Source: an optimization exercise on an open RTL-to-GDS flow (aim: small area). Production flows keep margins and buffers that such runs may drop.
The RTL was checked by simulation tests, not by an equivalence proof against the original design.
No activity file was given, so power comes from the tool's default toggle rates.

## flow/constraint.sdc

```tcl
create_clock -name core_clock -period 10.0 [get_ports {clk}]
set_input_delay 2.0000 -clock core_clock [delete_from_list [all_inputs] [get_ports {clk}]]
set_output_delay 2.0000 -clock core_clock [all_outputs]
set_load 0.01 [all_outputs]
```

## flow/run.sh

```bash
#!/bin/bash
# synth_recipe.tcl (not shown) runs the flow's synth.tcl, then flattens the netlist and writes it again
# the make line also repeats each setting of config.mk as NAME=value (left out here)
make -C /OpenROAD-flow-scripts/flow DESIGN_CONFIG=/design/flow/config.mk WORK_HOME=/design/flow/orfs CLKGATE_MAP_FILE= SYNTH_SCRIPT=/design/flow/synth_recipe.tcl finish
```

## flow/config.mk

```make
export PLATFORM = sky130hd
export DESIGN_NAME = raiden_core
export DESIGN_NICKNAME = raiden_core
export VERILOG_FILES = /design/flow/design.v
export SDC_FILE = /design/flow/constraint.sdc
export NUM_CORES = 4
export LEC_CHECK = 0
export CAP_MARGIN = 20
export CORE_MARGIN = 2
export CORE_UTILIZATION = 40
export SLEW_MARGIN = 20
```

## flow/design.v

```verilog
module raiden_core (
    input  wire        clk,
    input  wire        rst,           
    input  wire        req_valid,
    input  wire        req_we,
    input  wire [7:0]  req_addr,
    input  wire [31:0] req_wdata,
    output wire        rsp_valid,
    output wire [31:0] rsp_rdata,
    output wire        rsp_err,
    input  wire [7:0]  trig_in,
    input  wire        uart_rx,
    output wire        out_o,
    output wire        out_oe,
    output wire        outn_o,
    output wire        outn_oe,
    output wire        armed_o,
    output wire        fired_o,
    output wire [15:0] pull_o
);
    localparam integer P_FLOOR         = 4;
    localparam integer P_DEBOUNCE      = 4;
    localparam integer P_NUM_PINS      = 8;
    localparam [31:0]  P_UARTDIV_RESET = 32'd16;
    localparam integer KW              = $clog2(P_DEBOUNCE + 1);
    localparam [7:0] A_CMD      = 8'h00;
    localparam [7:0] A_STATUS   = 8'h04;
    localparam [7:0] A_PAUSE    = 8'h08;
    localparam [7:0] A_WIDTH    = 8'h0C;
    localparam [7:0] A_GAP      = 8'h10;
    localparam [7:0] A_COUNT    = 8'h14;
    localparam [7:0] A_TRIGKIND = 8'h18;
    localparam [7:0] A_TRIGPIN  = 8'h1C;
    localparam [7:0] A_TRIGBYTE = 8'h20;
    localparam [7:0] A_GCOUNT   = 8'h24;
    localparam [7:0] A_FLAGS    = 8'h28;
    localparam [7:0] A_OUTCTL   = 8'h2C;
    localparam [7:0] A_UARTDIV  = 8'h30;
    localparam [31:0] C_ARM     = 32'd1;
    localparam [31:0] C_DISARM  = 32'd2;
    localparam [31:0] C_EXECUTE = 32'd3;
    localparam [31:0] C_RESET   = 32'd4;
    localparam [31:0] C_POLL    = 32'd5;
    localparam [2:0] R_OK          = 3'd0;
    localparam [2:0] R_ERR_STATE   = 3'd1;
    localparam [2:0] R_ERR_CONFIG  = 3'd3;
    localparam [2:0] R_ERR_ILLEGAL = 3'd4;
    localparam [2:0] PG_STOPPED = 3'd0;
    localparam [2:0] PG_WAIT    = 3'd1;
    localparam [2:0] PG_PAUSE   = 3'd2;
    localparam [2:0] PG_HIGH    = 3'd3;
    localparam [2:0] PG_LOW     = 3'd4;
    localparam [2:0] G_OFF         = 3'd0;
    localparam [2:0] G_WAIT_IDLE   = 3'd1;
    localparam [2:0] G_WAIT_ACTIVE = 3'd2;
    localparam [2:0] G_QUAL        = 3'd3;
    localparam [2:0] G_DONE        = 3'd4;
    localparam [2:0] U_OFF        = 3'd0;
    localparam [2:0] U_WAIT_IDLE  = 3'd1;
    localparam [2:0] U_WAIT_START = 3'd2;
    localparam [2:0] U_START      = 3'd3;
    localparam [2:0] U_DATA       = 3'd4;
    localparam [2:0] U_DONE       = 3'd5;
    localparam [1:0] K_NONE = 2'd0;
    localparam [1:0] K_GPIO = 2'd1;
    localparam [1:0] K_UART = 2'd2;
    reg [31:0] cfg_pause, cfg_width, cfg_gap, cfg_count, cfg_uartdiv;
    reg [1:0]  cfg_kind;
    reg [7:0]  cfg_pin;
    reg        cfg_edge;
    reg [7:0]  cfg_byte;
    reg        cfg_out_en, cfg_inv_en;
    reg        armed, fired, release_f;
    reg [31:0] q_word0, q_word1, q_word2, q_word3;
    reg [2:0]  q_level;
    reg [2:0]  pg_st;
    reg [31:0] pg_cnt, pg_reps, pg_w, pg_g;
    reg [2:0]  gd_st;
    reg [KW-1:0] gd_k;
    reg [2:0]  ud_st;
    reg [31:0] ud_tc;
    reg [3:0]  ud_k;
    reg [2:0]  ud_i;
    reg [7:0]  ud_sh;
    reg [1:0]  resident;
    reg [7:0]  lat_pin;
    reg        lat_edge;
    reg [7:0]  lat_byte;
    reg [31:0] lat_div;
    reg [31:0] gcount;
    reg [3:0]  aux;
    reg [2:0]  result;
    reg        rq_valid, rq_we;
    reg [7:0]  rq_addr;
    reg [31:0] n_cfg_pause, n_cfg_width, n_cfg_gap, n_cfg_count, n_cfg_uartdiv;
    reg [1:0]  n_cfg_kind;
    reg [7:0]  n_cfg_pin;
    reg        n_cfg_edge;
    reg [7:0]  n_cfg_byte;
    reg        n_cfg_out_en, n_cfg_inv_en;
    reg        n_armed, n_fired, n_release;
    reg [31:0] n_q_word0, n_q_word1, n_q_word2, n_q_word3;
    reg [2:0]  n_q_level;
    reg [2:0]  n_pg_st;
    reg [31:0] n_pg_cnt, n_pg_reps, n_pg_w, n_pg_g;
    reg [2:0]  n_gd_st;
    reg [KW-1:0] n_gd_k;
    reg [2:0]  n_ud_st;
    reg [31:0] n_ud_tc;
    reg [3:0]  n_ud_k;
    reg [2:0]  n_ud_i;
    reg [7:0]  n_ud_sh;
    reg [1:0]  n_resident;
    reg [7:0]  n_lat_pin;
    reg        n_lat_edge;
    reg [7:0]  n_lat_byte;
    reg [31:0] n_lat_div;
    reg [31:0] n_gcount;
    reg [3:0]  n_aux;
    reg [2:0]  n_result;
    wire [7:0] trig_shifted = trig_in >> lat_pin;
    wire       gpio_s       = trig_shifted[0];
    wire       gpio_a       = ~lat_edge;
    wire [31:0] sq_w    = (q_word2 < P_FLOOR) ? P_FLOOR : q_word2;
    wire [31:0] sq_g    = (q_word3 < P_FLOOR) ? P_FLOOR : q_word3;
    wire [31:0] sq_reps = q_word1 + 32'd1;
    reg  [2:0]  sq_st;
    reg  [31:0] sq_cnt;
    always @* begin
        if (q_word0 != 32'd0) begin
            sq_st  = PG_PAUSE;
            sq_cnt = q_word0;
        end else if (sq_reps != 32'd0) begin
            sq_st  = PG_HIGH;
            sq_cnt = sq_w;
        end else begin
            sq_st  = PG_STOPPED;
            sq_cnt = 32'd0;
        end
    end
    wire mapped = (req_addr[1:0] == 2'b00) && (req_addr <= A_UARTDIV);
    wire ro_reg = (req_addr == A_STATUS) || (req_addr == A_GCOUNT);
    wire do_wr  = req_valid && req_we && mapped && !ro_reg;
    reg fire, consumed, disarm_fx;
    always @* begin
        n_cfg_pause   = cfg_pause;
        n_cfg_width   = cfg_width;
        n_cfg_gap     = cfg_gap;
        n_cfg_count   = cfg_count;
        n_cfg_uartdiv = cfg_uartdiv;
        n_cfg_kind    = cfg_kind;
        n_cfg_pin     = cfg_pin;
        n_cfg_edge    = cfg_edge;
        n_cfg_byte    = cfg_byte;
        n_cfg_out_en  = cfg_out_en;
        n_cfg_inv_en  = cfg_inv_en;
        n_armed       = armed;
        n_q_word0     = q_word0;
        n_q_word1     = q_word1;
        n_q_word2     = q_word2;
        n_q_word3     = q_word3;
        n_q_level     = q_level;
        n_pg_st       = pg_st;
        n_pg_cnt      = pg_cnt;
        n_pg_reps     = pg_reps;
        n_pg_w        = pg_w;
        n_pg_g        = pg_g;
        n_gd_st       = gd_st;
        n_gd_k        = gd_k;
        n_ud_st       = ud_st;
        n_ud_tc       = ud_tc;
        n_ud_k        = ud_k;
        n_ud_i        = ud_i;
        n_ud_sh       = ud_sh;
        n_resident    = resident;
        n_lat_pin     = lat_pin;
        n_lat_edge    = lat_edge;
        n_lat_byte    = lat_byte;
        n_lat_div     = lat_div;
        n_gcount      = gcount;
        n_aux         = aux;
        n_result      = result;
        fire          = 1'b0;
        consumed      = 1'b0;
        disarm_fx     = 1'b0;
        case (gd_st)
            G_WAIT_IDLE:
                if (gpio_s != gpio_a)
                    n_gd_st = G_WAIT_ACTIVE;
            G_WAIT_ACTIVE:
                if (gpio_s == gpio_a) begin
                    if (P_DEBOUNCE == 1) begin
                        fire    = 1'b1;
                        n_gd_st = G_DONE;
                    end else begin
                        n_gd_st = G_QUAL;
                        n_gd_k  = 1;
                    end
                end
            G_QUAL:
                if (gpio_s == gpio_a) begin
                    n_gd_k = gd_k + 1'b1;
                    if (gd_k + 1 == P_DEBOUNCE) begin
                        fire    = 1'b1;
                        n_gd_st = G_DONE;
                    end
                end else begin
                    n_gd_st = G_WAIT_ACTIVE;
                    n_gd_k  = 0;
                end
            default: ;
        endcase
        if (ud_st != U_OFF && ud_st != U_DONE) begin
            n_ud_tc = (ud_tc == lat_div - 32'd1) ? 32'd0 : ud_tc + 32'd1;
            if (ud_tc == 32'd0) begin
                case (ud_st)
                    U_WAIT_IDLE:
                        if (uart_rx)
                            n_ud_st = U_WAIT_START;
                    U_WAIT_START:
                        if (!uart_rx) begin
                            n_ud_st = U_START;
                            n_ud_k  = 4'd0;
                        end
                    U_START: begin
                        n_ud_k = ud_k + 4'd1;
                        if (ud_k + 4'd1 == 4'd4) begin
                            if (!uart_rx) begin
                                n_ud_st = U_DATA;
                                n_ud_i  = 3'd0;
                                n_ud_k  = 4'd0;
                                n_ud_sh = 8'd0;
                            end else begin
                                n_ud_st = U_WAIT_START;
                            end
                        end
                    end
                    U_DATA: begin
                        n_ud_k = ud_k + 4'd1;
                        if (ud_k + 4'd1 == 4'd8) begin
                            n_ud_sh[ud_i] = uart_rx;
                            n_ud_k = 4'd0;
                            if (ud_i == 3'd7) begin
                                if (n_ud_sh == lat_byte) begin
                                    fire    = 1'b1;
                                    n_ud_st = U_DONE;
                                end else begin
                                    n_ud_st = U_WAIT_IDLE;
                                end
                            end else begin
                                n_ud_i = ud_i + 3'd1;
                            end
                        end
                    end
                    default: ;
                endcase
            end
        end
        case (pg_st)
            PG_WAIT:
                if (release_f) begin
                    consumed  = 1'b1;
                    n_q_level = 3'd0;
                    n_pg_w    = sq_w;
                    n_pg_g    = sq_g;
                    n_pg_reps = sq_reps;
                    n_pg_st   = sq_st;
                    n_pg_cnt  = sq_cnt;
                end
            PG_PAUSE: begin
                n_pg_cnt = pg_cnt - 32'd1;
                if (pg_cnt == 32'd1) begin
                    if (pg_reps != 32'd0) begin
                        n_pg_st  = PG_HIGH;
                        n_pg_cnt = pg_w;
                    end else begin
                        n_pg_st  = PG_STOPPED;
                        n_pg_cnt = 32'd0;
                    end
                end
            end
            PG_HIGH: begin
                n_pg_cnt = pg_cnt - 32'd1;
                if (pg_cnt == 32'd1) begin
                    n_pg_st  = PG_LOW;
                    n_pg_cnt = pg_g;
                end
            end
            PG_LOW: begin
                n_pg_cnt = pg_cnt - 32'd1;
                if (pg_cnt == 32'd1) begin
                    n_pg_reps = pg_reps - 32'd1;
                    if (pg_reps != 32'd1) begin
                        n_pg_st  = PG_HIGH;
                        n_pg_cnt = pg_w;
                    end else begin
                        n_pg_st  = PG_STOPPED;
                    end
                end
            end
            default: ;
        endcase
        n_release = (release_f & ~consumed) | fire;
        n_fired   = fired | fire;
        if (do_wr) begin
            case (req_addr)
                A_CMD: begin
                    if (req_wdata == C_ARM) begin
                        if (n_armed) begin
                            n_result = R_ERR_STATE;
                        end else if (cfg_kind == K_GPIO && cfg_pin >= P_NUM_PINS) begin
                            n_result = R_ERR_CONFIG;
                        end else begin
                            n_fired    = 1'b0;
                            n_release  = 1'b0;
                            n_resident = cfg_kind;
                            n_lat_pin  = cfg_pin;
                            n_lat_edge = cfg_edge;
                            n_lat_byte = cfg_byte;
                            n_lat_div  = cfg_uartdiv;
                            n_pg_cnt   = 32'd0;
                            n_pg_reps  = 32'd0;
                            n_pg_w     = 32'd0;
                            n_pg_g     = 32'd0;
                            n_q_word0  = cfg_pause;
                            n_q_word1  = cfg_count - 32'd1;
                            n_q_word2  = cfg_width;
                            n_q_word3  = cfg_gap;
                            n_q_level  = 3'd4;
                            n_pg_st    = PG_WAIT;
                            n_gd_st    = (cfg_kind == K_GPIO) ? G_WAIT_IDLE : G_OFF;
                            n_gd_k     = 0;
                            n_ud_st    = (cfg_kind == K_UART) ? U_WAIT_IDLE : U_OFF;
                            n_ud_tc    = 32'd0;
                            n_ud_k     = 4'd0;
                            n_ud_i     = 3'd0;
                            n_ud_sh    = 8'd0;
                            n_armed    = 1'b1;
                            n_result   = R_OK;
                        end
                    end else if (req_wdata == C_DISARM) begin
                        disarm_fx = n_armed;
                        n_result  = R_OK;
                    end else if (req_wdata == C_EXECUTE) begin
                        if (!n_armed) begin
                            n_result = R_ERR_STATE;
                        end else begin
                            n_fired = 1'b1;
                            if (n_pg_st == PG_WAIT) begin
                                n_q_level = 3'd0;
                                n_pg_w    = sq_w;
                                n_pg_g    = sq_g;
                                n_pg_reps = sq_reps;
                                n_pg_st   = sq_st;
                                n_pg_cnt  = sq_cnt;
                            end
                            n_gcount  = n_gcount + 32'd1;
                            disarm_fx = 1'b1;
                            n_result  = R_OK;
                        end
                    end else if (req_wdata == C_RESET) begin
                        disarm_fx     = n_armed;
                        n_cfg_pause   = 32'd0;
                        n_cfg_width   = 32'd100;
                        n_cfg_gap     = 32'd100;
                        n_cfg_count   = 32'd1;
                        n_cfg_kind    = K_NONE;
                        n_cfg_pin     = 8'hFF;
                        n_cfg_edge    = 1'b0;
                        n_cfg_byte    = 8'h00;
                        n_cfg_uartdiv = P_UARTDIV_RESET;
                        n_cfg_out_en  = 1'b1;
                        n_cfg_inv_en  = 1'b0;
                        n_aux         = 4'd0;
                        n_gcount      = 32'd0;
                        n_fired       = 1'b0;
                        n_result      = R_OK;
                    end else if (req_wdata == C_POLL) begin
                        if (n_armed && n_q_level == 3'd0) begin
                            n_gcount  = n_gcount + 32'd1;
                            disarm_fx = 1'b1;
                        end
                        n_result = R_OK;
                    end else begin
                        n_result = R_ERR_ILLEGAL;
                    end
                end
                A_PAUSE:    n_cfg_pause = req_wdata;
                A_WIDTH:    n_cfg_width = req_wdata;
                A_GAP:      n_cfg_gap   = req_wdata;
                A_COUNT:    n_cfg_count = req_wdata;
                A_TRIGKIND: if (req_wdata[1:0] != 2'd3) n_cfg_kind = req_wdata[1:0];
                A_TRIGPIN: begin
                    n_cfg_pin  = req_wdata[7:0];
                    n_cfg_edge = req_wdata[8];
                end
                A_TRIGBYTE: n_cfg_byte = req_wdata[7:0];
                A_FLAGS:    n_aux      = req_wdata[3:0];
                A_OUTCTL: begin
                    n_cfg_out_en = req_wdata[0];
                    n_cfg_inv_en = req_wdata[1];
                end
                A_UARTDIV:  if (req_wdata != 32'd0) n_cfg_uartdiv = req_wdata;
                default: ;
            endcase
        end
        if (disarm_fx) begin
            n_armed   = 1'b0;
            n_gd_st   = G_OFF;
            n_gd_k    = 0;
            n_ud_st   = U_OFF;
            n_ud_tc   = 32'd0;
            n_ud_k    = 4'd0;
            n_ud_i    = 3'd0;
            n_ud_sh   = 8'd0;
            if (n_pg_st == PG_WAIT)
                n_pg_st = PG_STOPPED;
            n_q_level = 3'd0;
            n_release = 1'b0;
        end
    end
    always @(posedge clk) begin
        if (rst) begin
            cfg_pause   <= 32'd0;
            cfg_width   <= 32'd100;
            cfg_gap     <= 32'd100;
            cfg_count   <= 32'd1;
            cfg_uartdiv <= P_UARTDIV_RESET;
            cfg_kind    <= K_NONE;
            cfg_pin     <= 8'hFF;
            cfg_edge    <= 1'b0;
            cfg_byte    <= 8'h00;
            cfg_out_en  <= 1'b1;
            cfg_inv_en  <= 1'b0;
            armed       <= 1'b0;
            fired       <= 1'b0;
            release_f   <= 1'b0;
            q_word0     <= 32'd0;
            q_word1     <= 32'd0;
            q_word2     <= 32'd0;
            q_word3     <= 32'd0;
            q_level     <= 3'd0;
            pg_st       <= PG_STOPPED;
            pg_cnt      <= 32'd0;
            pg_reps     <= 32'd0;
            pg_w        <= 32'd0;
            pg_g        <= 32'd0;
            gd_st       <= G_OFF;
            gd_k        <= 0;
            ud_st       <= U_OFF;
            ud_tc       <= 32'd0;
            ud_k        <= 4'd0;
            ud_i        <= 3'd0;
            ud_sh       <= 8'd0;
            resident    <= K_NONE;
            lat_pin     <= 8'hFF;
            lat_edge    <= 1'b0;
            lat_byte    <= 8'h00;
            lat_div     <= P_UARTDIV_RESET;
            gcount      <= 32'd0;
            aux         <= 4'd0;
            result      <= R_OK;
            rq_valid    <= 1'b0;
            rq_we       <= 1'b0;
            rq_addr     <= 8'd0;
        end else begin
            cfg_pause   <= n_cfg_pause;
            cfg_width   <= n_cfg_width;
            cfg_gap     <= n_cfg_gap;
            cfg_count   <= n_cfg_count;
            cfg_uartdiv <= n_cfg_uartdiv;
            cfg_kind    <= n_cfg_kind;
            cfg_pin     <= n_cfg_pin;
            cfg_edge    <= n_cfg_edge;
            cfg_byte    <= n_cfg_byte;
            cfg_out_en  <= n_cfg_out_en;
            cfg_inv_en  <= n_cfg_inv_en;
            armed       <= n_armed;
            fired       <= n_fired;
            release_f   <= n_release;
            q_word0     <= n_q_word0;
            q_word1     <= n_q_word1;
            q_word2     <= n_q_word2;
            q_word3     <= n_q_word3;
            q_level     <= n_q_level;
            pg_st       <= n_pg_st;
            pg_cnt      <= n_pg_cnt;
            pg_reps     <= n_pg_reps;
            pg_w        <= n_pg_w;
            pg_g        <= n_pg_g;
            gd_st       <= n_gd_st;
            gd_k        <= n_gd_k;
            ud_st       <= n_ud_st;
            ud_tc       <= n_ud_tc;
            ud_k        <= n_ud_k;
            ud_i        <= n_ud_i;
            ud_sh       <= n_ud_sh;
            resident    <= n_resident;
            lat_pin     <= n_lat_pin;
            lat_edge    <= n_lat_edge;
            lat_byte    <= n_lat_byte;
            lat_div     <= n_lat_div;
            gcount      <= n_gcount;
            aux         <= n_aux;
            result      <= n_result;
            rq_valid    <= req_valid;
            rq_we       <= req_we;
            rq_addr     <= req_addr;
        end
    end
    wire rq_mapped = (rq_addr[1:0] == 2'b00) && (rq_addr <= A_UARTDIV);
    wire rq_ro     = (rq_addr == A_STATUS) || (rq_addr == A_GCOUNT);
    reg [31:0] rd_val;
    always @* begin
        case (rq_addr)
            A_STATUS:   rd_val = {18'd0, resident, 1'b0, q_level, 2'b00,
                                  fired, armed, 1'b0, result};
            A_PAUSE:    rd_val = cfg_pause;
            A_WIDTH:    rd_val = cfg_width;
            A_GAP:      rd_val = cfg_gap;
            A_COUNT:    rd_val = cfg_count;
            A_TRIGKIND: rd_val = {30'd0, cfg_kind};
            A_TRIGPIN:  rd_val = {23'd0, cfg_edge, cfg_pin};
            A_TRIGBYTE: rd_val = {24'd0, cfg_byte};
            A_GCOUNT:   rd_val = gcount;
            A_FLAGS:    rd_val = {27'd0, armed, aux};
            A_OUTCTL:   rd_val = {30'd0, cfg_inv_en, cfg_out_en};
            A_UARTDIV:  rd_val = cfg_uartdiv;
            default:    rd_val = 32'd0;
        endcase
    end
    assign rsp_valid = rq_valid;
    assign rsp_err   = rq_valid && (!rq_mapped || (rq_we && rq_ro));
    assign rsp_rdata = (rq_valid && !rq_we && rq_mapped) ? rd_val : 32'd0;
    wire active = (pg_st == PG_HIGH);
    assign out_oe  = cfg_out_en;
    assign out_o   = cfg_out_en & active;
    assign outn_oe = cfg_inv_en;
    assign outn_o  = cfg_inv_en & ~active;
    assign armed_o = armed;
    assign fired_o = fired;
    genvar p;
    generate
        for (p = 0; p < P_NUM_PINS; p = p + 1) begin : g_pull
            wire sel = (resident == K_GPIO) && (lat_pin == p);
            assign pull_o[2*p]   = sel & ~lat_edge;    
            assign pull_o[2*p+1] = sel &  lat_edge;    
        end
    endgenerate
endmodule
```

==> flow_metrics.tcl <==
set metrics [dict create \
    p_int_uw 4590 \
    crit_arrival_ns 6.81 \
    ys_seq_area_share_pct 39.6 \
    worstReg2RegEnd "pg_st[0]" \
    place_inst 4724 \
    clock_sinks 602 \
    cts_setup_buffers 0 \
    rr_startpoint "q_word1[0]" \
    synth.area.top_cells "dfxtp_1 40%, nand2_1 7.0%, a21oi_1 6.3%" \
    startpoint_type "input port" \
    critical_path_class "in -> reg" \
    place_area_um2 32100 \
    status "finished clean" \
    slew_viol_final 0 \
    maxSlewHeadroom_pct 26.3 \
    hold_depth 2 \
    grt_pass1_vias 27100 \
    min_to "q_word2[15]" \
    htree_levels 3 \
    grt_max_degree 226 \
    swShare_pct 29.9 \
    hold_start "cfg_width[15]" \
    tightest_slew_ns 1.11 \
    ir_drop_uv 133 \
    dieHeight_um 280 \
    core-area_um2 75600 \
    vias 29700 \
    cp.required_ns 10.49 \
    postSynthAreaPerCell_um2 7.84 \
    syn_area_um2 30400 \
    finalCriticalPeriod_ns 6.31 \
    drc 0 \
    final_cells 4848 \
    worst-path-max-fanout 9 \
    synth_top_area_cell "dfxtp_1" \
    max-clock-path-buffers 3 \
    startpoint "req_wdata[17]" \
    synth_cells 3879 \
    rsz0062_at_grt "false" \
    synthToLayoutAreaGrowth_pct 13.6 \
    power.density_nw_per_um2 190 \
    p_leak_uw 0.0112 \
    combPwrFrac_pct 18.3 \
    hold_violations 0 \
    sequentialPowerShare_pct 39.5 \
    via_per_inst 6.13 \
    grt-ovfl-total 0 \
    max_freq_mhz 158 \
    clkSlewWorstSetupHoldPaths_ns 0.06 \
    async_flop_share_pct 0 \
    dp_hpwl_um 77800 \
    cts_tree "yes" \
    rows 101 \
    ys_types 90 \
    postCtsResizedCells 0 \
    port_buffers 108 \
    max_cap_violations 0 \
    fin_skew_ns 0.0251 \
    synth_top_area_share_pct 39.6 \
    clock_latency_ns 0.63 \
    yosysWarnings 1 \
    reg2reg_depth 11 \
    antenna_left 0 \
    switching_power_uw 1960 \
    ys_ff_latch 602 \
    grt_pass1_wl_um 172000 \
    nets 3890 \
    synth-edff-count 0 \
    cts_root_buf "clkbuf_16" \
    die_area_um2 78200 \
    drtPass1Iterations 9 \
    postLayoutCellArea_um2 34500 \
    detail_route.iter0.violations 3384 \
    worstSetupEndpointType "flip-flop" \
    routabilityCongestion 0.968 \
    tns_ns 0 \
    post_drt_wl_per_cell_um 23.4 \
    hp-class "reg -> reg" \
    drive_gt1_share_pct 6.05 \
    numCtsBuffers 71 \
    antenna_found_initial 5 \
    die_x_um 280 \
    finalCritPeriodShare_pct 63.1 \
    p_clk_share_pct 42.2 \
    grt_use_total_pct 28.1 \
    n_antenna_cell 0 \
    synth_nets 3950 \
    io_pins 109 \
    initial_core_util_pct 40.2 \
    drt_wl_total_um 113000 \
    synth_ff_type "dfxtp_1" \
    cts-hold-fix-buffers 0 \
    setup_viol 0 \
    ff2ff_setup_slack_ns 4.73 \
]
metrics by stage:
stage / utilization, % / hold slack (ns) / power [uW] / setup WS [ns]
after floorplan: - / 0.425 / 3480 / 4.81
after global routing: 45.7 / 0.482 / 6800 / 3.46
after global placement: 42.5 / 0.438 / 3810 / 3.21
after detailed placement: 42.5 / 0.448 / 3800 / 3.13
final: 45.7 / 0.459 / 6550 / 3.69
after CTS: 45.7 / 0.459 / 6550 / 3.78
placed cells by master (no fill, tap or decap), types with 11 or more instances in the layout:
master           Yosys  layout
a22oi_1             95      95
nor2_1             377     371
nor4_1              83      78
or4_1               16      16
or3_1               34      34
and4_1              15      14
xor2_1              91      91
mux2i_1             47      47
and3_1              47      47
a32oi_1             11      11
a21oi_1            380     379
inv_1               36      36
nor3_1             103     101
a31oi_1             24      24
a211oi_1            41      41
a221oi_1            22      22
nand2_1            566     566
xnor2_1             96      95
o211ai_1            33      33
nand4_1             54      54
nand3b_1            22      22
dfxtp_1            602     601
o21ai_0            164     164
clkdlybuf4s50_1      0     107
nor3b_1             11      11
nand3_1            165     164
a22o_1              65      65
o31ai_1             18      18
a221o_1             25      25
and2_1              19      19
clkbuf_16            0      72
ha_1                18      18
nand2b_1            40      40
o22ai_1             21      21
a222oi_1            55      55
o221ai_1            18      18
or2_2               18      18
nor2b_1             28      28
buf_4                2      55
cells in the mapped netlist, types with 24 or more instances:
master    number
dfxtp_1      602
nand2_1      566
a21oi_1      380
nor2_1       377
clkbuf_1     258
nand3_1      165
o21ai_0      164
nor3_1       103
xnor2_1       96
a22oi_1       95
xor2_1        91
nor4_1        83
a22o_1        65
a222oi_1      55
nand4_1       54
and3_1        47
mux2i_1       47
a211oi_1      41
nand2b_1      40
inv_1         36
or3_1         34
o211ai_1      33
nor2b_1       28
a221o_1       25
a31oi_1       24
worst max path at each step:
stage / end / slack, ns / cells past startpoint
after floorplan: gcount[25] / 4.81 / 10
after global placement: gcount[25] / 3.21 / 10
after detailed placement: gcount[25] / 3.13 / 10
after CTS: gcount[25] / 3.78 / 10
after global routing: gcount[25] / 3.46 / 10
final: gcount[25] / 3.69 / 10
kinds of logic after synthesis:
group | after synthesis | share of synthesized area, %
adder cells (fa/ha/maj) | 18 | 0.741
AO/OA/AOI/OAI | 1064 | 23.0
XOR/XNOR | 187 | 5.39
flip-flops | 602 | 39.6
multiplexers | 51 | 1.77
AND/OR/NAND/NOR | 1621 | 25.1
buffers and inverters | 336 | 4.41
flip-flops by register name (all words and copies together) (netlist names), 8 cells and up:
signal       count
q_word0         32
cfg_pause       32
gcount          32
cfg_gap         32
pg_reps         32
pg_w            32
pg_g            32
q_word2         32
cfg_pin          8
q_word1         32
cfg_count       32
ud_tc           32
lat_div         32
cfg_uartdiv     32
cfg_width       32
rq_addr          8
pg_cnt          32
lat_pin          8
q_word3         32
cfg_byte         8
lat_byte         8
ud_sh            8
metal layers:
layer	global-route usage, %	vias to the layer above	part of all wire, %
met2	43.3	1374	44
met5	0	-	0.034
li1	-	14000	-
met3	5.53	244	9.1
met1	38.7	14100	43
met4	10.6	6	3.7
power by group through the flow:
stage | Sequential, uW | Clock [uW] | Combinational, uW
after CTS | 2580 | 2790 | 1170
after floorplan | 2600 | 0 | 872
after detailed placement | 2630 | 0 | 1170
final | 2590 | 2760 | 1200
after global placement | 2630 | 0 | 1170
after global routing | 2600 | 2900 | 1310
worst max-delay path: stages:
cell             delay, ns
clkdlybuf4s50_1       0.52
nor4_1                0.80
nand4_1               0.39
or3_1                 0.59
nor4_1                0.86
nand4_1               0.47
nor3_2                0.74
nand4_1               0.21
xor2_1                0.17
nor2_1                0.05
area by class of cell:
class	instances	area [um^2]
inverters	38	143
flip-flops and latches	602	12100
well taps	978	1220
clock buffers	91	1960
repair buffers	165	1540
multi-input cells	2941	17100
clock inverters	33	490
fillers	7539	41000

static timing again, ports no longer ideal:
In the flow no input, the clock included, has a driving cell. The finished layout below was timed again as built, in two steps. Step 1 (the two cells are an assumption about what drives the block):
set clk [get_ports {clk}]
set_driving_cell -lib_cell sky130_fd_sc_hd__clkbuf_16 $clk
set_driving_cell -lib_cell sky130_fd_sc_hd__buf_2 [delete_from_list [all_inputs] $clk]
Step 2 moves the port delays by t, midway between the first and last clock arrival at a register: inputs arrive t later, outputs are due t later. That takes back most of the time a late clock gives input paths. Three values: no drivers, after step 1, after step 2; two values: the first two.
t (ns): 0.682
slack for setup (ns): 3.685 / 3.644 / 3.049
worst setup path at the end: input to register
clock arrival spread, ns: 0.026 / 0.026
After both steps setup and hold are still met in this run. For this run, drivers alone change the setup slack by -0.041 ns; drivers and shift together by -0.636 ns.
